This is an optimization exercise on Yosys and OpenROAD, whose aim is a short achievable clock period and few clock cycles, not a production implementation. Function was checked by simulation only, so behaviour that the tests miss may differ from the original. No activity file was given, so power comes from the tool's default toggle rates.

==> flow/design.v <==
module um_core (
    input  wire        clk,
    input  wire        rst,           
    input  wire [19:0] img_len,       
    output reg         mem_en,
    output reg         mem_we,
    output reg  [23:0] mem_addr,
    output reg  [31:0] mem_wdata,
    input  wire [31:0] mem_rdata,
    output reg         out_valid,
    output reg  [7:0]  out_byte,
    output wire        in_req,
    input  wire        in_valid,
    input  wire [7:0]  in_byte,
    input  wire        in_eof,
    output wire [1:0]  status,        
    output reg  [2:0]  fault_kind,
    output wire [31:0] finger
);
    localparam [2:0] F_OPCODE = 3'd1;
    localparam [2:0] F_HANDLE = 3'd2;
    localparam [2:0] F_INDEX  = 3'd3;
    localparam [2:0] F_DIVZ   = 3'd4;
    localparam [2:0] F_RANGE  = 3'd5;
    localparam [2:0] F_ALLOC  = 3'd6;
    localparam [3:0] X_RUN  = 4'd0;
    localparam [3:0] X_MUL1 = 4'd1;
    localparam [3:0] X_MUL2 = 4'd2;
    localparam [3:0] X_DV1  = 4'd3;
    localparam [3:0] X_DIV  = 4'd4;
    localparam [3:0] X_CP   = 4'd5;
    localparam [3:0] X_CPE  = 4'd6;
    localparam [3:0] X_IN1  = 4'd7;
    localparam [3:0] X_IN2  = 4'd8;
    localparam [3:0] X_MEM  = 4'd9;    
    reg [3:0]  xs;
    reg        run;
    reg [1:0]  st;
    reg [31:0] fing;
    reg [31:0] regs [0:7];
    reg        slot_live [0:15];
    reg [23:0] slot_base [0:15];
    reg [19:0] slot_len  [0:15];
    reg [19:0] slot_wm   [0:15];      
    reg [4:0]  n_slots;
    reg [3:0]  free_stack [0:15];
    reg [4:0]  free_sp;
    reg [23:0] heap_top;
    reg        shared;                
    reg [3:0]  shared_h;
    reg [31:0] f_pc;                  
    reg        r_fetch;               
    reg        s_fetch;               
    reg        r_zero, s_zero;        
    reg [31:0] fq [0:3];              
    reg [2:0]  fq_n;
    reg        ir_v;
    reg [31:0] ir;
    reg [15:0] ir_op;                 
    reg [2:0]  ir_h;                  
    reg [2:0]  ir_x;                  
    reg [2:0]  ir_d;                  
    reg [31:0] x_pc;                  
    reg        l1_v, l2_v;
    reg        l1_z, l2_z;            
    reg [2:0]  l1_r, l2_r;
    reg        m_live;                
    reg        m_ismall;              
    reg        m_unsh;                
    reg        m_am0;                 
    reg [3:0]  m_h;
    reg [19:0] m_idx, m_wm, m_len;
    reg [23:0] m_base;
    reg [31:0] m_data;
    reg [31:0] mul_a, mul_b;
    reg [31:0] mul_p0, mul_p1, mul_p2, mul_p3;
    reg [31:0] div_n, div_d;
    reg [33:0] div_d3;
    reg [5:0]  div_ca, div_cb;
    reg [31:0] div_quot;
    reg [31:0] div_rem;
    reg [5:0]  div_cnt;
    reg [23:0] c_dst;                 
    reg [23:0] c_src;                 
    reg [19:0] c_rd, c_wr, c_len;     
    reg [1:0]  c_ph;
    reg        in_req_r;
    reg [31:0] in_val;
    integer i;
    function [15:0] dec_op;
        input [31:0] w;
        begin
            dec_op = 16'd1 << w[31:28];
        end
    endfunction
    function [2:0] dec_h;
        input [31:0] w;
        begin
            dec_h = (w[31:28] == 4'd2) ? w[8:6] : (w[31:28] == 4'd9) ? w[2:0] : w[5:3];
        end
    endfunction
    function [2:0] dec_x;
        input [31:0] w;
        begin
            dec_x = (w[31:28] == 4'd2) ? w[5:3] : w[2:0];
        end
    endfunction
    function [2:0] dec_d;
        input [31:0] w;
        begin
            dec_d = (w[31:28] == 4'd13) ? w[27:25] : (w[31:28] == 4'd8) ? w[5:3] :
                    (w[31:28] == 4'd11) ? w[2:0] : w[8:6];
        end
    endfunction
    wire is_cmov = ir_op[0];
    wire is_aidx = ir_op[1];
    wire is_amnd = ir_op[2];
    wire is_add  = ir_op[3];
    wire is_mul  = ir_op[4];
    wire is_div  = ir_op[5];
    wire is_nand = ir_op[6];
    wire is_halt = ir_op[7];
    wire is_allc = ir_op[8];
    wire is_abnd = ir_op[9];
    wire is_out  = ir_op[10];
    wire is_in   = ir_op[11];
    wire is_lp   = ir_op[12];
    wire is_orth = ir_op[13];
    wire is_bad  = ir_op[14] | ir_op[15];
    wire [2:0]  ra_i = ir[8:6];
    wire [2:0]  rb_i = ir[5:3];
    wire [2:0]  rc_i = ir[2:0];
    wire [31:0] ra   = regs[ra_i];
    wire [31:0] rb   = regs[rb_i];
    wire [31:0] rc   = regs[rc_i];
    wire [31:0] hv   = regs[ir_h];
    wire [31:0] iv   = regs[ir_x];
    wire        hv_small = (hv[31:4] == 28'd0);
    wire [3:0]  hn     = hv[3:0];
    wire        live_h = hv_small && ({1'b0, hn} < n_slots) && slot_live[hn];
    wire [19:0] len_h  = slot_len[hn];
    wire [23:0] base_h = slot_base[hn];
    wire [19:0] wm_h   = slot_wm[hn];
    wire        in_bounds = (iv[31:20] == 12'd0) && (iv[19:0] < len_h);
    wire        sh_hit    = shared && (hn == 4'd0 || hn == shared_h);
    wire        m_ok      = m_live && m_ismall && (m_idx < m_len);
    wire        m_below   = m_idx < m_wm;
    wire        m_fill    = m_idx > m_wm;   
    wire [23:0] m_addr    = m_base + {4'd0, m_fill ? m_wm : m_idx};
    wire [23:0] base0 = slot_base[0];
    wire [19:0] len0  = slot_len[0];
    wire [19:0] wm0   = slot_wm[0];
    wire        can_mint   = (n_slots != 5'd16);
    wire [3:0]  new_handle = (free_sp != 5'd0) ? free_stack[free_sp - 5'd1] : n_slots[3:0];
    wire        alloc_ok   = (rc[31:20] == 12'd0) && (free_sp != 5'd0 || can_mint);
    wire        cmov_t     = rc != 32'd0;
    function hz;
        input [2:0] r;
        begin
            hz = (l1_v && l1_r == r) || (l2_v && l2_r == r);
        end
    endfunction
    wire x_hazard = !is_orth && (hz(ra_i) || hz(rb_i) || hz(rc_i));
    function [5:0] clz;
        input [31:0] v;
        integer k;
        begin
            clz = 6'd32;
            for (k = 0; k < 32; k = k + 1)
                if (v[k]) clz = 6'd31 - k[5:0];
        end
    endfunction
    wire [6:0]  div_t     = {1'b0, div_ca} + 7'd31 - {1'b0, div_cb};
    wire [4:0]  div_te    = {div_t[4:1], 1'b0};
    wire [33:0] div_r4    = {div_rem, div_quot[31:30]};
    wire [34:0] div_s1    = {1'b0, div_r4} - {3'd0, div_d};
    wire [34:0] div_s2    = {1'b0, div_r4} - {2'd0, div_d, 1'b0};
    wire [34:0] div_s3    = {1'b0, div_r4} - {1'b0, div_d3};
    wire [1:0]  div_dig   = !div_s3[34] ? 2'd3 : !div_s2[34] ? 2'd2 : !div_s1[34] ? 2'd1 : 2'd0;
    wire [31:0] div_nrem  = !div_s3[34] ? div_s3[31:0] : !div_s2[34] ? div_s2[31:0] :
                            !div_s1[34] ? div_s1[31:0] : div_r4[31:0];
    wire        fetch_ok   = (f_pc[31:20] == 12'd0) && (f_pc[19:0] < len0);
    wire        fetch_zero = f_pc[19:0] >= wm0;
    wire [23:0] fetch_addr = base0 + f_pc[23:0];
    wire [2:0]  credit     = fq_n + {2'd0, r_fetch} + {2'd0, s_fetch};
    wire [31:0] fdata      = s_zero ? 32'd0 : mem_rdata;
    wire go = run && xs == X_RUN && ir_v && !x_hazard;    
    reg        adv;           
    reg        x_we;          
    reg [31:0] x_wd;
    reg        stop;
    reg        stop_halt;
    reg [2:0]  stop_kind;
    reg [31:0] stop_finger;
    always @(*) begin
        adv = 1'b0;
        x_we = 1'b0;
        x_wd = 32'd0;
        stop = 1'b0; stop_halt = 1'b0; stop_kind = F_INDEX; stop_finger = x_pc + 32'd1;
        if (run) begin
            case (xs)
                X_RUN: begin
                    if (ir_v && !x_hazard) begin
                        adv  = !(is_mul || is_div || is_in || is_aidx || is_amnd);
                        x_we = is_cmov || is_add || is_nand || is_orth || is_allc;
                        x_wd = is_add  ? rb + rc :
                               is_nand ? ~(rb & rc) :
                               is_orth ? {7'd0, ir[24:0]} :
                               is_allc ? {28'd0, new_handle} :
                               cmov_t  ? rb : ra;
                        if (is_div && rc == 32'd0) begin
                            stop = 1'b1; stop_kind = F_DIVZ;
                        end
                        if (is_allc && !alloc_ok) begin
                            stop = 1'b1; stop_kind = F_ALLOC;
                        end
                        if (is_abnd && (rc == 32'd0 || !live_h)) begin
                            stop = 1'b1; stop_kind = F_HANDLE;
                        end
                        if (is_out && rc[31:8] != 24'd0) begin
                            stop = 1'b1; stop_kind = F_RANGE;
                        end
                        if (is_lp && rb != 32'd0 && !live_h) begin
                            stop = 1'b1; stop_kind = F_HANDLE;
                        end
                        if (is_bad) begin
                            stop = 1'b1; stop_kind = F_OPCODE;
                        end
                        if (is_halt) begin
                            stop = 1'b1; stop_halt = 1'b1;
                        end
                    end else if (!ir_v && fq_n == 3'd0 && !r_fetch && !s_fetch && !fetch_ok) begin
                        stop = 1'b1; stop_kind = F_INDEX; stop_finger = f_pc;
                    end
                end
                X_MUL2: begin
                    adv = 1'b1; x_we = 1'b1;
                    x_wd = mul_p0 + mul_p1 + mul_p2 + mul_p3;
                end
                X_MEM: begin
                    if (!m_ok) begin
                        stop = 1'b1; stop_kind = m_live ? F_INDEX : F_HANDLE;
                    end
                    adv = is_aidx || (!m_unsh && !m_fill);
                end
                X_DV1: begin
                    if (div_t[6:5] != 2'b00) begin
                        adv = 1'b1; x_we = 1'b1; x_wd = 32'd0;
                    end
                end
                X_DIV: begin
                    if (div_cnt == 6'd1) begin
                        adv = 1'b1; x_we = 1'b1; x_wd = {div_quot[29:0], div_dig};
                    end
                end
                X_IN2: begin
                    adv = 1'b1; x_we = 1'b1; x_wd = in_val;
                end
                default: ;
            endcase
        end
    end
    wire cp_rd = (c_ph == 2'd0) || (c_ph == 2'd1 && c_rd != c_len);
    wire cp_wr = c_ph[1] && (c_wr != c_rd);
    wire d_sel = run && ((xs == X_MEM && m_ok && !(is_amnd && m_unsh)) || xs == X_CP);
    wire d_en  = (xs == X_CP) ? (cp_rd || cp_wr) : 1'b1;
    wire d_we  = (xs == X_CP) ? c_ph[1] : is_amnd;
    wire [23:0] d_addr  = (xs == X_CP) ? (c_ph[1] ? c_dst + {4'd0, c_wr} : c_src + {4'd0, c_rd}) :
                          m_addr;
    wire [31:0] d_wdata = (xs == X_CP) ? mem_rdata : m_fill ? 32'd0 : m_data;
    wire lp_go    = go && is_lp;
    wire lp_swap  = rb != 32'd0;
    wire        r_ok   = !lp_swap && (rc[31:20] == 12'd0) && (rc[19:0] < len0);
    wire        r_zero_w = rc[19:0] >= wm0;
    wire [23:0] r_addr = base0 + rc[23:0];
    wire am0_go   = run && xs == X_MEM && m_ok && is_amnd && !m_unsh && !m_fill && m_am0;
    wire flush    = lp_go || am0_go;
    wire take = !ir_v || adv;
    assign status = st;
    assign finger = fing;
    assign in_req = in_req_r;
    always @(posedge clk) begin
        if (rst) begin
            xs        <= X_RUN;
            run       <= 1'b1;
            st        <= 2'd0;
            fing      <= 32'd0;
            fault_kind <= 3'd0;
            out_valid <= 1'b0;
            out_byte  <= 8'd0;
            in_req_r  <= 1'b0;
            for (i = 0; i < 8; i = i + 1)
                regs[i] <= 32'd0;
            for (i = 0; i < 16; i = i + 1)
                slot_live[i] <= 1'b0;
            slot_live[0] <= 1'b1;
            slot_base[0] <= 24'd0;
            slot_len[0]  <= img_len;
            slot_wm[0]   <= img_len;
            shared       <= 1'b0;
            n_slots      <= 5'd1;
            free_sp      <= 5'd0;
            heap_top     <= {4'd0, img_len};
            ir_v    <= 1'b0;
            fq_n    <= 3'd0;
            x_pc    <= 32'd0;
            l1_v    <= 1'b0;
            l2_v    <= 1'b0;
            mem_en    <= (img_len != 20'd0);
            mem_we    <= 1'b0;
            mem_addr  <= 24'd0;
            mem_wdata <= 32'd0;
            r_fetch   <= (img_len != 20'd0);
            s_fetch   <= 1'b0;
            r_zero    <= 1'b0;
            s_zero    <= 1'b0;
            f_pc      <= (img_len != 20'd0) ? 32'd1 : 32'd0;
        end else begin
            out_valid <= 1'b0;
            l2_v <= l1_v && !(x_we && ir_d == l1_r);
            l2_r <= l1_r;
            l2_z <= l1_z;
            l1_v <= 1'b0;
            if (l2_v && !(x_we && ir_d == l2_r))
                regs[l2_r] <= l2_z ? 32'd0 : mem_rdata;
            if (x_we)
                regs[ir_d] <= x_wd;
            if (stop) begin
                run <= 1'b0;
                st  <= stop_halt ? 2'd1 : 2'd2;
                fault_kind <= stop_halt ? 3'd0 : stop_kind;
                fing <= stop_finger;
                in_req_r <= 1'b0;
            end
            if (go) begin
                if (is_aidx || is_amnd) begin
                    m_live  <= live_h;
                    m_ismall <= (iv[31:20] == 12'd0);
                    m_unsh  <= sh_hit;
                    m_am0   <= (hn == 4'd0);
                    m_h     <= hn;
                    m_idx   <= iv[19:0];
                    m_wm    <= wm_h;
                    m_len   <= len_h;
                    m_base  <= base_h;
                    m_data  <= rc;
                    xs      <= X_MEM;
                end
                if (is_mul) begin
                    mul_a <= rb; mul_b <= rc; xs <= X_MUL1;
                end
                if (is_div) begin
                    div_n  <= rb; div_d <= rc;
                    div_ca <= clz(rb); div_cb <= clz(rc);
                    xs <= X_DV1;
                end
                if (is_allc) begin
                    slot_live[new_handle] <= 1'b1;
                    slot_base[new_handle] <= heap_top;
                    slot_len[new_handle]  <= rc[19:0];
                    slot_wm[new_handle]   <= 20'd0;
                    if (free_sp != 5'd0)
                        free_sp <= free_sp - 5'd1;
                    else
                        n_slots <= n_slots + 5'd1;
                    heap_top <= heap_top + {4'd0, rc[19:0]};
                end
                if (is_abnd) begin
                    slot_live[rc[3:0]] <= 1'b0;
                    free_stack[free_sp[3:0]] <= rc[3:0];
                    free_sp <= free_sp + 5'd1;
                    if (shared && rc[3:0] == shared_h)
                        shared <= 1'b0;
                end
                if (is_out && rc[31:8] == 24'd0) begin
                    out_valid <= 1'b1;
                    out_byte  <= rc[7:0];
                end
                if (is_in) begin
                    xs <= X_IN1;
                    in_req_r <= 1'b1;
                end
                if (is_lp && lp_swap) begin
                    slot_base[0] <= base_h;
                    slot_len[0]  <= len_h;
                    slot_wm[0]   <= wm_h;
                    shared       <= 1'b1;
                    shared_h     <= hn;
                end
            end
            case (xs)
                X_MEM: begin
                    if (is_aidx) begin
                        l1_v <= m_ok;
                        l1_r <= ra_i;
                        l1_z <= !m_below;
                        xs   <= X_RUN;
                    end else if (m_unsh) begin
                        c_src  <= base0;
                        c_dst  <= heap_top;
                        c_len  <= wm0;
                        heap_top <= heap_top + {4'd0, len0};
                        c_rd   <= 20'd0;
                        c_wr   <= 20'd0;
                        c_ph   <= 2'd0;
                        xs     <= (wm0 == 20'd0) ? X_CPE : X_CP;
                    end else if (m_fill) begin
                        slot_wm[m_h] <= m_wm + 20'd1;
                        m_wm    <= m_wm + 20'd1;
                    end else begin
                        if (!m_below)
                            slot_wm[m_h] <= m_idx + 20'd1;
                        xs <= X_RUN;
                    end
                end
                X_MUL1: begin
                    mul_p0 <= mul_a * {24'd0, mul_b[7:0]};
                    mul_p1 <= {mul_a[23:0] * mul_b[15:8], 8'd0};
                    mul_p2 <= {mul_a[15:0] * mul_b[23:16], 16'd0};
                    mul_p3 <= {mul_a[7:0] * mul_b[31:24], 24'd0};
                    xs <= X_MUL2;
                end
                X_MUL2: xs <= X_RUN;
                X_DV1: begin
                    if (div_t[6:5] != 2'b00) begin
                        xs <= X_RUN;
                    end else begin
                        div_rem  <= (div_te == 5'd0) ? 32'd0 : (div_n >> (6'd32 - {1'b0, div_te}));
                        div_quot <= div_n << div_te;
                        div_cnt  <= {1'b0, 5'd16 - {1'b0, div_te[4:1]}};
                        div_d3   <= {2'd0, div_d} + {1'b0, div_d, 1'b0};
                        xs <= X_DIV;
                    end
                end
                X_DIV: begin
                    div_rem  <= div_nrem;
                    div_quot <= {div_quot[29:0], div_dig};
                    div_cnt  <= div_cnt - 6'd1;
                    if (div_cnt == 6'd1)
                        xs <= X_RUN;
                end
                X_CP: begin
                    c_ph <= c_ph + 2'd1;
                    if (c_ph[1] == 1'b0) begin
                        if (cp_rd) c_rd <= c_rd + 20'd1;
                    end else begin
                        if (cp_wr) c_wr <= c_wr + 20'd1;
                        if (c_ph == 2'd3 && c_rd == c_len)
                            xs <= X_CPE;
                    end
                end
                X_CPE: begin
                    slot_base[0] <= c_dst;
                    shared <= 1'b0;
                    xs <= X_RUN;
                end
                X_IN1: begin
                    if (in_valid) begin
                        in_req_r <= 1'b0;
                        in_val   <= in_eof ? 32'hFFFFFFFF : {24'd0, in_byte};
                        xs <= X_IN2;
                    end
                end
                X_IN2: xs <= X_RUN;
                default: ;
            endcase
            if (adv)
                x_pc <= lp_go ? rc : x_pc + 32'd1;
            if (flush) begin
                ir_v <= 1'b0;
                fq_n <= 3'd0;
            end else if (take) begin
                if (fq_n != 3'd0) begin
                    ir    <= fq[0];
                    ir_op <= dec_op(fq[0]);
                    ir_h  <= dec_h(fq[0]);
                    ir_x  <= dec_x(fq[0]);
                    ir_d  <= dec_d(fq[0]);
                    ir_v  <= 1'b1;
                    fq[0] <= fq[1];
                    fq[1] <= fq[2];
                    fq[2] <= fq[3];
                    if (s_fetch)
                        fq[fq_n - 3'd1] <= fdata;
                    else
                        fq_n <= fq_n - 3'd1;
                end else begin
                    ir    <= fdata;
                    ir_op <= dec_op(fdata);
                    ir_h  <= dec_h(fdata);
                    ir_x  <= dec_x(fdata);
                    ir_d  <= dec_d(fdata);
                    ir_v  <= s_fetch;
                end
            end else if (s_fetch) begin
                fq[fq_n[1:0]] <= fdata;
                fq_n <= fq_n + 3'd1;
            end
            s_fetch <= r_fetch && !flush;
            s_zero  <= r_zero;
            if (!run) begin
                mem_en  <= 1'b0;
                mem_we  <= 1'b0;
                r_fetch <= 1'b0;
            end else if (d_sel) begin
                mem_en    <= d_en;
                mem_we    <= d_we;
                mem_addr  <= d_addr;
                mem_wdata <= d_wdata;
                r_fetch   <= 1'b0;
                if (am0_go)
                    f_pc <= x_pc + 32'd1;
            end else if (lp_go) begin
                mem_en    <= r_ok;
                mem_we    <= 1'b0;
                mem_addr  <= r_addr;
                r_fetch   <= r_ok;
                r_zero    <= r_zero_w;
                f_pc      <= r_ok ? rc + 32'd1 : rc;
            end else if (fetch_ok && credit <= 3'd3 && !(xs == X_CP || xs == X_CPE || (xs == X_MEM && is_amnd && m_unsh))) begin
                mem_en    <= 1'b1;
                mem_we    <= 1'b0;
                mem_addr  <= fetch_addr;
                r_fetch   <= 1'b1;
                r_zero    <= fetch_zero;
                f_pc      <= f_pc + 32'd1;
            end else begin
                mem_en    <= 1'b0;
                mem_we    <= 1'b0;
                r_fetch   <= 1'b0;
            end
        end
    end
endmodule
==> flow/run.sh <==
#!/bin/bash
# synth_recipe.tcl (not shown) runs the flow's synth.tcl, then flattens the netlist and writes it again
# the make line also repeats each setting of config.mk as NAME=value (left out here)
make -C /OpenROAD-flow-scripts/flow DESIGN_CONFIG=/design/flow/config.mk WORK_HOME=/design/flow/orfs CLKGATE_MAP_FILE= SYNTH_SCRIPT=/design/flow/synth_recipe.tcl finish
==> flow/config.mk <==
export PLATFORM = sky130hd
export DESIGN_NAME = um_core
export DESIGN_NICKNAME = um_core
export VERILOG_FILES = /design/flow/design.v
export SDC_FILE = /design/flow/constraint.sdc
export NUM_CORES = 4
export LEC_CHECK = 0
export CAP_MARGIN = 20
export CORE_MARGIN = 2
export CORE_UTILIZATION = 30
export PLACE_DENSITY = 0.4
export SETUP_SLACK_MARGIN = 5
export SLEW_MARGIN = 20
export TNS_END_PERCENT = 100
==> flow/constraint.sdc <==
create_clock -name core_clock -period 12.0 [get_ports {clk}]
set_input_delay 2.4000 -clock core_clock [delete_from_list [all_inputs] [get_ports {clk}]]
set_output_delay 2.4000 -clock core_clock [all_outputs]
set_load 0.01 [all_outputs]
==> notes.md, run 1 <==
- Die area: 0.486 mm²
- Setup TNS: 0 ns
- Seq/Total Area, Yosys: 0.452
- Worst-path clk slew: 0.06 ns
- Area of the multi-input gates: 0.0737 mm²
- Leakage: 59.1 nW
- WL final: 645 mm
- Clock latency (worst-skew pair): 1.00 ns
- Most used routing layer: met1
- Dpl hpwl: around 450 mm
- Number of synthesized flops with an enable pin: ~1800
- Setup ws final: 5.09 ns
- Synth Flop Type: edfxtp_1
- Area grow syn2layout: 13.3%
- Max rail drop VDD: 0.000338 V
- Commonest non-fill, non-tap cells in the layout: nand2_1, edfxtp_1, nor2_1, a21oi_1, nand3_1
- Post-DRT Antenna Nets: 0
- Mapped Area: 0.144 mm²
- Initial Utilization: 0.301
- Vias in the first global route: 111000
- Grt total ovfl: 0
- Fmax: 0.145 GHz
- Final setup vio count: 0
- # clock sinks: 2351
- Dominant cell type by area after synthesis: edfxtp_1
- Hold Crit Class: reg2reg
- Yosys top cell area share: 0.377
- Sequential Area: 0.0652 mm²
- Clock skew: 0.0733 ns
- Max-slew violations: 0
- Maximum number of pins on one net before global-route repair: ~140
- Gpl congestion: slightly below 1
- Power per Cell Area: 299 mW/mm²
- Fraction of layout cells with a size suffix above 1: 0.0971
- Worst path slowest cell: a211oi_1
- CTS root buffer: clkbuf_16
- Crit path max fanout: 34
- Wire length per cell: around 31 µm
- Core area: 0.479 mm²
- Chip width: 697 µm
- Fin nets: ~15000
- Final hold violations: 0
- CP dominant cell by count: a211oi_1
- Crit path kind: reg2reg
- H-tree levels: 5
- Worst path required time: 12.70 ns
- Critical path launch point type: register
- #FFs+latches synth: ~2400
- I/O Pins: roughly 170
- Fillcell total: 48900
- CTS tree: yes
- All-Layer GR Usage: 0.256
- Critical-path cell list: inv_2 > buf_4 > mux2i_4 > inv_2 > ha_1 > a21o_1 > a21o_1 > a21oi_1 > nor2_1 > a211oi_1 > o2111ai_1 > nor4_4 > and4_1 > nand4_1 > xnor2_1 > a211oi_1 > a211oi_1
- DR vias/cell: 5.59
- Arrival time at the worst endpoint: 7.61 ns
- Slew headroom: 0.184
- Status: finished clean
- Tcrit/Tclk final: 0.576
- RSZ-0062 raised after global routing: no
- Layout Utilization: 0.341
- Residual DRC count: 0
- Largest cells by area after synthesis: edfxtp_1, dfxtp_1, nand2_1, ha_1, fa_1
- Port Buffers: ~170
- Synth Instances: 14200
- Initial antenna violation count: 48
- Async set-reset flop share out of synthesis: 0
- Max-Cap Viols: 0
- Initial DRC count: 13600
- Minimum clock period: around 7 ns
- Yosys cell types: 112
- Vias post-DR: between 100k and 150k
- Synth warn: 1
- Setup crit end kind: register
- Slew @ Worst Pin: 1.21 ns
- Commonest non-fill, non-tap cell in the layout: nand2_1
- Syn_area_per_cell: 10.1 µm²
- Rows: ~250
- Die Span Y: 697 µm
- Post-Place Setup Slack: 4.40 ns
- CTS buffer count: 292
- CP peak stage delay: 0.81 ns
- Syn Nets: 15300
- M1 GR Usage: 0.376
- Drt pass-1 iters: 6
- Clk buf depth: 4
- Crit path max-delay family: compound AO/OA/AOI/OAI gates
- Bufs and invs on worst path: 3
- M2 GR Usage: 0.368
- Met3 usage in global routing: 0.0538
- First-pass GRT wire length: between 800 and 900 mm
==> final timing paths <==
check / cells past startpoint / startpoint / slack (ns) / end
hold reg to reg: 1 / ir_h[0]$_DFFE_PP_ / 0.44 / register
setup reg to reg: 17 / register / 5.09 / f_pc[9]$_SDFFCE_PP0P_
hold / removal: 1 / ir_h[0]$_DFFE_PP_ / 0.44 / register
setup / recovery: 17 / register / 5.09 / f_pc[9]$_SDFFCE_PP0P_
==> where the power goes <==
part	leakage [nW]	switching, mW	internal, mW	total [mW]
Clock	4.62	3.86	5.18	9.04
Sequential	21.4	1.53	10.9	12.4
Combinational	33.1	18.4	9.00	27.4
==> synth_stat cells (all sizes together), types with 33 or more instances <==
cell and number:
or2 43, a311oi 139, nor3 219, inv 661
o22ai 282, o211ai 155, mux2 145, a211oi 312
a21o 153, mux2i 152, nand2 2438, fa 372
a221oi 87, a21oi 793, xnor2 368, o21bai 35
a31oi 132, and2 299, o21ai 448, or3 61
nor2b 110, nand4 65, nor2 850, nand3 702
buf 202, o21a 72, dfxtp 538, mux4 280
ha 599, nor4 77, nand2b 137, a222oi 33
clkbuf 707, xor2 227, edfxtp 1813, and3 141
==> stage by stage <==
stage | total power, mW | cells | cell area [µm²] | hold WS [ns]
finish | 48.9 | 20800 | 163000 | 0.441
global placement | 39.6 | 20200 | 154000 | 0.434
CTS | 48.7 | 20800 | 163000 | 0.448
floorplan | 28.5 | 14200 | 144000 | 0.400
global route | 51.5 | 20800 | 163000 | 0.449
detailed placement | 39.4 | 20200 | 154000 | 0.437
==> per-layer routing <==
metal / vias up / routed length [µm]
met5: - / 244
li1: 51600 / -
met2: 4662 / 266000
met4: 14 / 28000
met3: 917 / 52100
met1: 59100 / 299000
==> cells by family (layout without fill, tap and decap cells) <==
kind of cell / after synthesis / in the layout / share of synthesized area
xor+xnor: 595 / 595 / 0.0361
simple gates: 5231 / 5231 / 0.163
mux: 577 / 577 / 0.0661
buf+inv: 1572 / 1698 / 0.0430
other cells: 0 / 23 / 0
fa+ha+maj: 971 / 971 / 0.104
flops: 2351 / 2351 / 0.452
compound gates: 2949 / 2949 / 0.135
==> area by class of cell <==
cell class,count,share of cell area
Clock buffer,404,0.0499
Inverter,663,0.0154
Clock inverter,123,0.00804
Tap cell,6400,0.0490
Timing Repair Buffer,508,0.0270
Sequential cell,2351,0.399
Multi-Input combinational cell,10300,0.451
Antenna cell,23,0.000352
==> state kept, by name (all words and copies together), names as in the netlist, 25 cells and up, named ones only <==
| name | flops |
|---|---|
| div_n | 32 |
| x_pc | 32 |
| fq | 128 |
| div_rem | 32 |
| slot_wm | 320 |
| div_d3 | 34 |
| mul_a | 32 |
| div_quot | 32 |
| mem_wdata | 32 |
| free_stack | 64 |
| mul_p0 | 32 |
| slot_base | 384 |
| f_pc | 32 |
| slot_len | 320 |
| div_d | 32 |
| m_data | 32 |
| regs | 256 |
| fing | 32 |
| ir | 25 |
| mul_b | 32 |
==> what timing repair did <==
action,CTS,global route
pin swaps,1,1
gates resized for setup,6,12
setup endpoints to repair,38,44
hold buffers,0,0
setup buffers,3,5
Testbench counts, summed over its fixed seeds: cycles 66,458.
==> run 2: changes to the inputs <==
--- a/flow/design.v
+++ b/flow/design.v
@@ -34,4 +34,5 @@
     localparam [3:0] X_IN2  = 4'd8;
     localparam [3:0] X_MEM  = 4'd9;    
+    localparam [3:0] X_FILL = 4'd10;   
     reg [3:0]  xs;
     reg        run;
@@ -53,6 +54,17 @@
     reg        s_fetch;               
     reg        r_zero, s_zero;        
+    reg        r_pred, s_pred;        
+    reg        fq_p [0:3];
+    reg        dr_p, ir_p;
+    reg        bt_v;
+    reg [19:0] bt_pc;
+    reg [31:0] bt_tgt;
     reg [31:0] fq [0:3];              
     reg [2:0]  fq_n;
+    reg        dr_v;
+    reg [31:0] dr;
+    reg [15:0] dr_op;
+    reg [2:0]  dr_h, dr_x, dr_d;
+    reg [31:0] xa, xb, xc, xh, xi;
     reg        ir_v;
     reg [31:0] ir;
@@ -66,16 +78,19 @@
     reg [2:0]  l1_r, l2_r;
     reg        m_live;                
-    reg        m_ismall;              
+    reg [11:0] m_ihi;                 
     reg        m_unsh;                
     reg        m_am0;                 
+    reg [23:0] m_faddr;               
     reg [3:0]  m_h;
     reg [19:0] m_idx, m_wm, m_len;
     reg [23:0] m_base;
     reg [31:0] m_data;
-    reg [31:0] mul_a, mul_b;
-    reg [31:0] mul_p0, mul_p1, mul_p2, mul_p3;
+    reg [31:0] mul_b, mul_c;          
+    reg [31:0] mul_p [0:7];           
+    reg [31:0] mul_s0, mul_s1;        
     reg [31:0] div_n, div_d;
     reg [33:0] div_d3;
     reg [5:0]  div_ca, div_cb;
+    reg        div_qz;                
     reg [31:0] div_quot;
     reg [31:0] div_rem;
@@ -131,9 +146,9 @@
     wire [2:0]  rb_i = ir[5:3];
     wire [2:0]  rc_i = ir[2:0];
-    wire [31:0] ra   = regs[ra_i];
-    wire [31:0] rb   = regs[rb_i];
-    wire [31:0] rc   = regs[rc_i];
-    wire [31:0] hv   = regs[ir_h];
-    wire [31:0] iv   = regs[ir_x];
+    wire [31:0] ra   = xa;
+    wire [31:0] rb   = xb;
+    wire [31:0] rc   = xc;
+    wire [31:0] hv   = xh;
+    wire [31:0] iv   = xi;
     wire        hv_small = (hv[31:4] == 28'd0);
     wire [3:0]  hn     = hv[3:0];
@@ -144,8 +159,8 @@
     wire        in_bounds = (iv[31:20] == 12'd0) && (iv[19:0] < len_h);
     wire        sh_hit    = shared && (hn == 4'd0 || hn == shared_h);
-    wire        m_ok      = m_live && m_ismall && (m_idx < m_len);
+    wire        m_ok      = m_live && m_ihi == 12'd0 && (m_idx < m_len);
     wire        m_below   = m_idx < m_wm;
-    wire        m_fill    = m_idx > m_wm;   
-    wire [23:0] m_addr    = m_base + {4'd0, m_fill ? m_wm : m_idx};
+    wire        m_fill    = is_amnd && m_idx > m_wm;    
+    wire [23:0] m_addr    = m_base + {4'd0, m_idx};
     wire [23:0] base0 = slot_base[0];
     wire [19:0] len0  = slot_len[0];
@@ -158,8 +173,8 @@
         input [2:0] r;
         begin
-            hz = (l1_v && l1_r == r) || (l2_v && l2_r == r);
+            hz = (l1_v && l1_r == r) || (xs == X_MEM && is_aidx && ra_i == r);
         end
     endfunction
-    wire x_hazard = !is_orth && (hz(ra_i) || hz(rb_i) || hz(rc_i));
+    wire d_hazard = !dr_op[13] && (hz(dr[8:6]) || hz(dr[5:3]) || hz(dr[2:0]));
     function [5:0] clz;
         input [31:0] v;
@@ -185,5 +200,5 @@
     wire [2:0]  credit     = fq_n + {2'd0, r_fetch} + {2'd0, s_fetch};
     wire [31:0] fdata      = s_zero ? 32'd0 : mem_rdata;
-    wire go = run && xs == X_RUN && ir_v && !x_hazard;    
+    wire go = run && xs == X_RUN && ir_v;    
     reg        adv;           
     reg        x_we;          
@@ -201,5 +216,5 @@
             case (xs)
                 X_RUN: begin
-                    if (ir_v && !x_hazard) begin
+                    if (ir_v) begin
                         adv  = !(is_mul || is_div || is_in || is_aidx || is_amnd);
                         x_we = is_cmov || is_add || is_nand || is_orth || is_allc;
@@ -230,5 +245,5 @@
                             stop = 1'b1; stop_halt = 1'b1;
                         end
-                    end else if (!ir_v && fq_n == 3'd0 && !r_fetch && !s_fetch && !fetch_ok) begin
+                    end else if (!dr_v && fq_n == 3'd0 && !r_fetch && !s_fetch && !fetch_ok) begin
                         stop = 1'b1; stop_kind = F_INDEX; stop_finger = f_pc;
                     end
@@ -236,5 +251,5 @@
                 X_MUL2: begin
                     adv = 1'b1; x_we = 1'b1;
-                    x_wd = mul_p0 + mul_p1 + mul_p2 + mul_p3;
+                    x_wd = mul_s0 + mul_s1;
                 end
                 X_MEM: begin
@@ -244,6 +259,9 @@
                     adv = is_aidx || (!m_unsh && !m_fill);
                 end
+                X_FILL: begin
+                    adv = 1'b0;
+                end
                 X_DV1: begin
-                    if (div_t[6:5] != 2'b00) begin
+                    if (div_qz) begin
                         adv = 1'b1; x_we = 1'b1; x_wd = 32'd0;
                     end
@@ -263,10 +281,11 @@
     wire cp_rd = (c_ph == 2'd0) || (c_ph == 2'd1 && c_rd != c_len);
     wire cp_wr = c_ph[1] && (c_wr != c_rd);
-    wire d_sel = run && ((xs == X_MEM && m_ok && !(is_amnd && m_unsh)) || xs == X_CP);
+    wire d_sel = run && ((xs == X_MEM && m_ok && !(is_amnd && m_unsh) && !m_fill) ||
+                         xs == X_FILL || xs == X_CP);
     wire d_en  = (xs == X_CP) ? (cp_rd || cp_wr) : 1'b1;
     wire d_we  = (xs == X_CP) ? c_ph[1] : is_amnd;
     wire [23:0] d_addr  = (xs == X_CP) ? (c_ph[1] ? c_dst + {4'd0, c_wr} : c_src + {4'd0, c_rd}) :
-                          m_addr;
-    wire [31:0] d_wdata = (xs == X_CP) ? mem_rdata : m_fill ? 32'd0 : m_data;
+                          (xs == X_FILL) ? m_faddr : m_addr;
+    wire [31:0] d_wdata = (xs == X_CP) ? mem_rdata : (xs == X_FILL) ? 32'd0 : m_data;
     wire lp_go    = go && is_lp;
     wire lp_swap  = rb != 32'd0;
@@ -275,6 +294,27 @@
     wire [23:0] r_addr = base0 + rc[23:0];
     wire am0_go   = run && xs == X_MEM && m_ok && is_amnd && !m_unsh && !m_fill && m_am0;
-    wire flush    = lp_go || am0_go;
-    wire take = !ir_v || adv;
+    wire lp_hit   = ir_p && !lp_swap && rc == bt_tgt;    
+    wire flush    = (lp_go && !lp_hit) || am0_go;
+    wire bt_here  = bt_v && f_pc[31:20] == 12'd0 && f_pc[19:0] == bt_pc;
+    wire take = !ir_v || adv;                  
+    wire d_mv = dr_v && take && !d_hazard && !flush;
+    wire d_take = !dr_v || d_mv;               
+    wire [31:0] d_hreg = regs[dr_h];
+    wire [3:0]  d_hn   = d_hreg[3:0];
+    wire        d_slotmod = (go && (is_allc || is_abnd || is_lp)) || (xs == X_MEM && is_amnd) ||
+                            xs == X_FILL || xs == X_CP || xs == X_CPE;
+    wire        d_fast = (dr_op[1] || dr_op[2]) && !(x_we && ir_d == dr_h) &&
+                         !(l2_v && l2_r == dr_h) && !d_slotmod;
+    function [31:0] rd;
+        input [2:0] r;
+        begin
+            if (x_we && ir_d == r)
+                rd = x_wd;
+            else if (l2_v && l2_r == r)
+                rd = l2_z ? 32'd0 : mem_rdata;
+            else
+                rd = regs[r];
+        end
+    endfunction
     assign status = st;
     assign finger = fing;
@@ -303,4 +343,5 @@
             heap_top     <= {4'd0, img_len};
             ir_v    <= 1'b0;
+            dr_v    <= 1'b0;
             fq_n    <= 3'd0;
             x_pc    <= 32'd0;
@@ -315,4 +356,7 @@
             r_zero    <= 1'b0;
             s_zero    <= 1'b0;
+            r_pred    <= 1'b0;
+            s_pred    <= 1'b0;
+            bt_v      <= 1'b0;
             f_pc      <= (img_len != 20'd0) ? 32'd1 : 32'd0;
         end else begin
@@ -336,5 +380,5 @@
                 if (is_aidx || is_amnd) begin
                     m_live  <= live_h;
-                    m_ismall <= (iv[31:20] == 12'd0);
+                    m_ihi   <= iv[31:20];   
                     m_unsh  <= sh_hit;
                     m_am0   <= (hn == 4'd0);
@@ -348,9 +392,12 @@
                 end
                 if (is_mul) begin
-                    mul_a <= rb; mul_b <= rc; xs <= X_MUL1;
+                    for (i = 0; i < 8; i = i + 1)
+                        mul_p[i] <= (mul_b * {28'd0, mul_c[4*i +: 4]}) << (4 * i);
+                    xs <= X_MUL1;
                 end
                 if (is_div) begin
                     div_n  <= rb; div_d <= rc;
                     div_ca <= clz(rb); div_cb <= clz(rc);
+                    div_qz <= clz(rb) > clz(rc);
                     xs <= X_DV1;
                 end
@@ -406,6 +453,6 @@
                         xs     <= (wm0 == 20'd0) ? X_CPE : X_CP;
                     end else if (m_fill) begin
-                        slot_wm[m_h] <= m_wm + 20'd1;
-                        m_wm    <= m_wm + 20'd1;
+                        m_faddr <= m_base + {4'd0, m_wm};
+                        xs <= X_FILL;
                     end else begin
                         if (!m_below)
@@ -414,14 +461,19 @@
                     end
                 end
+                X_FILL: begin
+                    slot_wm[m_h] <= m_wm + 20'd1;
+                    m_wm    <= m_wm + 20'd1;
+                    m_faddr <= m_faddr + 24'd1;
+                    if (m_wm + 20'd1 == m_idx)
+                        xs <= X_MEM;
+                end
                 X_MUL1: begin
-                    mul_p0 <= mul_a * {24'd0, mul_b[7:0]};
-                    mul_p1 <= {mul_a[23:0] * mul_b[15:8], 8'd0};
-                    mul_p2 <= {mul_a[15:0] * mul_b[23:16], 16'd0};
-                    mul_p3 <= {mul_a[7:0] * mul_b[31:24], 24'd0};
+                    mul_s0 <= mul_p[0] + mul_p[1] + mul_p[2] + mul_p[3];
+                    mul_s1 <= mul_p[4] + mul_p[5] + mul_p[6] + mul_p[7];
                     xs <= X_MUL2;
                 end
                 X_MUL2: xs <= X_RUN;
                 X_DV1: begin
-                    if (div_t[6:5] != 2'b00) begin
+                    if (div_qz) begin
                         xs <= X_RUN;
                     end else begin
@@ -465,38 +517,86 @@
                 default: ;
             endcase
+            if (d_mv && d_fast) begin
+                m_live  <= d_hreg[31:4] == 28'd0 && {1'b0, d_hn} < n_slots && slot_live[d_hn];
+                m_unsh  <= shared && (d_hn == 4'd0 || d_hn == shared_h);
+                m_am0   <= d_hn == 4'd0;
+                m_h     <= d_hn;
+                m_wm    <= slot_wm[d_hn];
+                m_len   <= slot_len[d_hn];
+                m_base  <= slot_base[d_hn];
+                {m_ihi, m_idx} <= rd(dr_x);
+                m_data  <= rd(dr[2:0]);
+                xs      <= X_MEM;
+            end
             if (adv)
                 x_pc <= lp_go ? rc : x_pc + 32'd1;
             if (flush) begin
                 ir_v <= 1'b0;
-                fq_n <= 3'd0;
             end else if (take) begin
+                ir_v  <= d_mv;
+                ir_p  <= dr_p;
+                ir    <= dr;
+                ir_op <= dr_op;
+                ir_h  <= dr_h;
+                ir_x  <= dr_x;
+                ir_d  <= dr_d;
+                xa    <= rd(dr[8:6]);
+                xb    <= rd(dr[5:3]);
+                xc    <= rd(dr[2:0]);
+                if (dr_op[4]) begin
+                    mul_b <= rd(dr[5:3]);
+                    mul_c <= rd(dr[2:0]);
+                end
+                xh    <= rd(dr_h);
+                xi    <= rd(dr_x);
+            end
+            if (flush) begin
+                dr_v <= 1'b0;
+                fq_n <= 3'd0;
+            end else if (d_take) begin
                 if (fq_n != 3'd0) begin
-                    ir    <= fq[0];
-                    ir_op <= dec_op(fq[0]);
-                    ir_h  <= dec_h(fq[0]);
-                    ir_x  <= dec_x(fq[0]);
-                    ir_d  <= dec_d(fq[0]);
-                    ir_v  <= 1'b1;
+                    dr    <= fq[0];
+                    dr_p  <= fq_p[0];
+                    dr_op <= dec_op(fq[0]);
+                    dr_h  <= dec_h(fq[0]);
+                    dr_x  <= dec_x(fq[0]);
+                    dr_d  <= dec_d(fq[0]);
+                    dr_v  <= 1'b1;
                     fq[0] <= fq[1];
                     fq[1] <= fq[2];
                     fq[2] <= fq[3];
-                    if (s_fetch)
-                        fq[fq_n - 3'd1] <= fdata;
+                    fq_p[0] <= fq_p[1];
+                    fq_p[1] <= fq_p[2];
+                    fq_p[2] <= fq_p[3];
+                    if (s_fetch) begin
+                        fq[fq_n - 3'd1]   <= fdata;
+                        fq_p[fq_n - 3'd1] <= s_pred;
+                    end
                     else
                         fq_n <= fq_n - 3'd1;
                 end else begin
-                    ir    <= fdata;
-                    ir_op <= dec_op(fdata);
-                    ir_h  <= dec_h(fdata);
-                    ir_x  <= dec_x(fdata);
-                    ir_d  <= dec_d(fdata);
-                    ir_v  <= s_fetch;
+                    dr    <= fdata;
+                    dr_p  <= s_pred;
+                    dr_op <= dec_op(fdata);
+                    dr_h  <= dec_h(fdata);
+                    dr_x  <= dec_x(fdata);
+                    dr_d  <= dec_d(fdata);
+                    dr_v  <= s_fetch;
                 end
             end else if (s_fetch) begin
                 fq[fq_n[1:0]] <= fdata;
+                fq_p[fq_n[1:0]] <= s_pred;
                 fq_n <= fq_n + 3'd1;
             end
             s_fetch <= r_fetch && !flush;
             s_zero  <= r_zero;
+            s_pred  <= r_pred;
+            if (lp_go && lp_swap || am0_go)
+                bt_v <= 1'b0;
+            else if (lp_go && !lp_hit) begin
+                bt_v   <= 1'b1;
+                bt_pc  <= x_pc[19:0];
+                bt_tgt <= rc;
+            end
             if (!run) begin
                 mem_en  <= 1'b0;
@@ -511,5 +611,5 @@
                 if (am0_go)
                     f_pc <= x_pc + 32'd1;
-            end else if (lp_go) begin
+            end else if (lp_go && !lp_hit) begin
                 mem_en    <= r_ok;
                 mem_we    <= 1'b0;
@@ -517,4 +617,5 @@
                 r_fetch   <= r_ok;
                 r_zero    <= r_zero_w;
+                r_pred    <= 1'b0;
                 f_pc      <= r_ok ? rc + 32'd1 : rc;
             end else if (fetch_ok && credit <= 3'd3 && !(xs == X_CP || xs == X_CPE || (xs == X_MEM && is_amnd && m_unsh))) begin
@@ -524,5 +625,6 @@
                 r_fetch   <= 1'b1;
                 r_zero    <= fetch_zero;
-                f_pc      <= f_pc + 32'd1;
+                r_pred    <= bt_here;
+                f_pc      <= bt_here ? bt_tgt : f_pc + 32'd1;
             end else begin
                 mem_en    <= 1'b0;
==> flow/flow/run.sh (new file) <==
#!/bin/bash
# Standard layout (the standard.sh, standard synthesis), with the timing
# repair after placement, CTS and global routing aiming at a setup margin
# below the clock period. make's full output goes to flow_make.log here; each
# ORFS step also keeps its own log under orfs/logs/.
set -euo pipefail
bash standard.sh SETUP_SLACK_MARGIN=8 TNS_END_PERCENT=100 finish > flow_make.log 2>&1
==> flow/standard.sh (new file) <==
#!/bin/bash
# synth_recipe.tcl (not shown) runs the flow's synth.tcl, then flattens the netlist and writes it again
# the make line also repeats each setting of config.mk as NAME=value (left out here)
make -C /OpenROAD-flow-scripts/flow DESIGN_CONFIG=/design/flow/config.mk WORK_HOME=/design/flow/orfs CLKGATE_MAP_FILE= SYNTH_SCRIPT=/design/flow/synth_recipe.tcl "${@:-finish}"
--- a/flow/config.mk
+++ b/flow/config.mk
@@ -10,5 +10,3 @@
 export CORE_UTILIZATION = 30
 export PLACE_DENSITY = 0.4
-export SETUP_SLACK_MARGIN = 5
 export SLEW_MARGIN = 20
-export TNS_END_PERCENT = 100
removed: flow/run.sh
==> run 2 against run 1 <==
Compared with the run above: global-route usage up 2.3 points; register-to-register slack better by 1.9 ns; non-clock buffer count up 1191; critical path type unchanged; critical endpoint is now mem_addr[22]$_SDFFE_PP0P_.
==> notes.md, run 2 <==
- Status: finished clean
- Final hold violations: 0 (unchanged)
- Most frequent cell after synthesis: nand2_1
- CTS tree: yes
- Chip width: 767 µm (+10%)
- WL final: 869 mm (+35%)
- Largest cells by area after synthesis: edfxtp_1, mux4_2, dfxtp_1, nand2_1, ha_1
- Die Span Y: 767 µm (+10%)
- Port Buffers: 168 (unchanged)
- Slew headroom: 0.106 (-0.0786)
- Final setup vio count: 0 (unchanged)
- Fillcell total: 56700 (+16%)
- Grt total ovfl: 0 (unchanged)
- Max-slew violations: 0 (unchanged)
- Setup crit end kind: register
- Fmax: 0.201 GHz (+39%)
- Critical path launch point type: register
- Gpl congestion: 0.925 (-5.3%)
- RSZ-0062 raised after global routing: yes
- CTS root buffer: clkbuf_16
- Fin nets: 18500 (+22%)
- Number of synthesized flops with an enable pin: 2221 (+23%)
- Crit path max fanout: 7 (-79%)
- Yosys top cell area share: 0.382 (+0.00406)
- Synth Instances: 16600 (+16%)
- CP dominant cell by count: o21ai_2
- Core area: 0.581 mm² (+21%)
- Tcrit/Tclk final: 0.415 (-0.161)
- Mapped Area: 0.175 mm² (+21%)
- Worst path slowest cell: or4_1
- Post-DRT Antenna Nets: 0 (unchanged)
- Area grow syn2layout: 27.9%
- Wire length per cell: 34.0 µm (+9.6%)
- Synth warn: 2 (+1)
- Setup TNS: 0 ns (unchanged)
- Max-Cap Viols: 0 (unchanged)
- Vias post-DR: 149000 (+28%)
- Maximum number of pins on one net before global-route repair: 146 (+1.4%)
- Synth Flop Type: edfxtp_1
- Largest regs: slot_base x384, slot_len x320, slot_wm x320
- Layout Utilization: 0.385 (+0.0436)
- Largest reg by FF count: slot_base
- Vias in the first global route: 139000 (+25%)
- CP peak stage delay: 0.68 ns (-0.13 ns)
- Power per Cell Area: 287 mW/mm² (-4.1%)
- Yosys cell types: 100 (-11%)
- Syn Nets: 17600 (+15%)
- Crit path kind: reg2reg
- Async set-reset flop share out of synthesis: 0 (unchanged)
- Clock skew: 0.0893 ns (+0.0160 ns)
- Die area: 0.589 mm² (+21%)
- Worst-path clk slew: 0.06 ns (about the same)
- First-pass GRT wire length: 1170 mm (+30%)
- Arrival time at the worst endpoint: 5.86 ns (-1.75 ns)
- Drt pass-1 iters: 8 (+2)
- Slew @ Worst Pin: 1.33 ns (+0.120 ns)
- DR vias/cell: 5.83 (+4.2%)
- Worst path required time: 12.88 ns (+0.18 ns)
- Syn_area_per_cell: 10.5 µm² (+4.2%)
- Seq/Total Area, Yosys: 0.444 (-0.00809)
- All-Layer GR Usage: 0.280 (+0.0234)
- H-tree levels: 5 (unchanged)
- Initial Utilization: 0.301 (-0.000399)
- Dpl hpwl: 551 mm (+22%)
- Residual DRC count: 0 (unchanged)
- Critical-path cell list: or4_1 > nor2_4 > nand3_4 > o21ai_4 > buf_12 > o21ai_2 > ha_2 > fa_2 > a211oi_4 > o21ai_2 > a31oi_2 > o21ai_2 > o41a_1 > a41o_1 > o41ai_4 > o21ai_1 > xor2_1 > nor2_1 > a2111oi_1
- # clock sinks: 2767 (+18%)
- Max rail drop VDD: 0.000229 V (-32%)
- Dominant cell type by area after synthesis: edfxtp_1
- I/O Pins: 169 (unchanged)
- Clk buf depth: 4 (unchanged)
- Clock latency (worst-skew pair): 1.07 ns (+0.07 ns)
- Commonest non-fill, non-tap cell in the layout: nand2_1
- Fraction of layout cells with a size suffix above 1: 0.255 (+0.158)
- Minimum clock period: 4.98 ns (-1.93 ns)
- Top cells by count, synth: nand2_1, edfxtp_1, nor2_1
- Leakage: 82.2 nW (+39%)
- #FFs+latches synth: 2767 (+18%)
- CTS buffer count: 352 (+21%)
- Initial DRC count: 19200 (+41%)
- Post-Place Setup Slack: 5.06 ns (+0.661 ns)
- Setup ws final: 7.02 ns (+1.93 ns)
- Hold Crit Class: reg2reg
- Number of flip-flops in the largest register: 384 (unchanged)
- Initial antenna violation count: 71 (+48%)
- Rows: 280 (+10%)
- Commonest non-fill, non-tap cells in the layout: nand2_1, edfxtp_1, nor2_1, a21oi_1, buf_4
run 2: cell types whose count changed after synthesis, sizes merged, moves of 116 or more:
cell,before,now
a21oi,793,966
a311oi,139,255
clkbuf,707,921
edfxtp,1813,2221
mux2i,152,325
mux4,280,673
nand2,2438,2609
nand3,702,441
nor2,850,1108
o211ai,155,291
o21ai,448,583
xnor2,368,508
run 2: metrics by stage:
| step | total power, mW | hold WS, ns | cell area, µm² | cells |
|---|---|---|---|---|
| floorplan | 32.4 | 0.400 | 176000 | 16600 |
| global placement | 43.8 | 0.401 | 187000 | 23800 |
| detailed placement | 43.8 | 0.405 | 187000 | 23800 |
| CTS | 60.9 | 0.419 | 216000 | 25200 |
| global route | 66.6 | 0.422 | 223000 | 25500 |
| finish | 64.2 | 0.417 | 224000 | 25600 |
run 2: cells by family (layout without fill, tap and decap cells):
group | Yosys count | count (layout) | share of synthesized area
XOR/XNOR | 819 | 819 | 0.0410
flip-flops | 2767 | 2767 | 0.444
adder cells (fa/ha/maj) | 981 | 981 | 0.0831
AND/OR/NAND/NOR | 5432 | 5452 | 0.138
other | 0 | 44 | 0
AO/OA/AOI/OAI | 3605 | 3617 | 0.135
buffers and inverters | 1739 | 2911 | 0.0384
multiplexers | 1231 | 1232 | 0.120
run 2: layout make-up:
| cell class | count | area [µm²] | area share |
|---|---|---|---|
| Antenna cell | 44 | 110 | 0.000493 |
| Clock buffer | 482 | 9770 | 0.0437 |
| Clock inverter | 166 | 1900 | 0.00849 |
| Inverter | 562 | 2230 | 0.00999 |
| Multi-Input combinational cell | 12100 | 101000 | 0.451 |
| Sequential cell | 2767 | 77900 | 0.348 |
| Tap cell | 7755 | 9700 | 0.0434 |
| Timing Repair Buffer | 1699 | 21100 | 0.0943 |
| Timing Repair inverter | 2 | 32.5 | 0.000146 |
run 2: final timing paths:
kind | start | to | depth (start not counted) | slack, ns
worst min-delay path | dr_op[15]$_SDFFCE_PN0P_ | ir_op[15]$_DFFE_PP_ | 0 | 0.42
worst max-delay path | xb[20]$_DFFE_PP_ | mem_addr[22]$_SDFFE_PP0P_ | 19 | 7.02
worst max register to register | xb[20]$_DFFE_PP_ | mem_addr[22]$_SDFFE_PP0P_ | 19 | 7.02
worst min register to register | dr_op[15]$_SDFFCE_PN0P_ | ir_op[15]$_DFFE_PP_ | 0 | 0.42
run 2: repair_timing:
action                                   CTS  global route
hold buffers                               0             0
pin swaps                                392           485
gates cloned                             133            45
endpoints found under the setup margin  3445          2688
gates resized for setup                 2443           942
setup buffers                            668           261
run 2: per-layer routing:
metal | GRT usage | vias up | part of all wire
met5 | 0.00122 | - | 0.00037
met4 | 0.112 | 36 | 0.051
met3 | 0.0521 | 1464 | 0.090
met2 | 0.412 | 7624 | 0.42
met1 | 0.404 | 76400 | 0.44
li1 | - | 63500 | -
run 2: worst max-delay path: cells and delay by family (launching register included):
| family | cells | cell delay [ns] |
|---|---|---|
| compound gates | 11 | 2.28 |
| xor+xnor | 1 | 0.14 |
| fa+ha+maj | 2 | 0.61 |
| buf+inv | 1 | 0.16 |
| flops | 1 | 0.53 |
| simple gates | 4 | 1.08 |
run 2: power by group:
group | leakage (nW) | switching (mW) | internal [mW]
Combinational | 51.2 | 22.8 | 15.0
Clock | 5.67 | 4.64 | 6.46
Sequential | 25.3 | 2.10 | 13.2
Total | 82.2 | 29.5 | 34.7
Testbench counts of run 2, summed over its fixed seeds: cycles 61,567.

[afterwards: timing with drivers on the ports]
In the flow no input, the clock included, has a driving cell. The finished layouts below were timed again as built, in two steps. Step 1 sets driving cells, clkbuf_16 on the clock port and buf_2 on the other inputs (assumed; they add their load-dependent delay and slew). Step 2 times the ports against the registers' clock, not the clock port: input delays grow and output delays shrink by t, the midpoint of the rising clock arrivals with the driver on. Three values: no drivers, after step 1, after step 2; two values: the first two.
run | t (ns) | setup slack, ns | worst register clock-pin slew, ns
run 1 | 1.075 | 5.090 / 5.090 / 5.090 | 0.07 / 0.07
run 2 | 1.171 | 7.022 / 7.022 / 6.716 | 0.07 / 0.07
After both steps setup and hold are still met in every run listed. For run 2, which loses most, drivers alone change the setup slack by 0.000 ns; drivers and shift together by -0.306 ns.
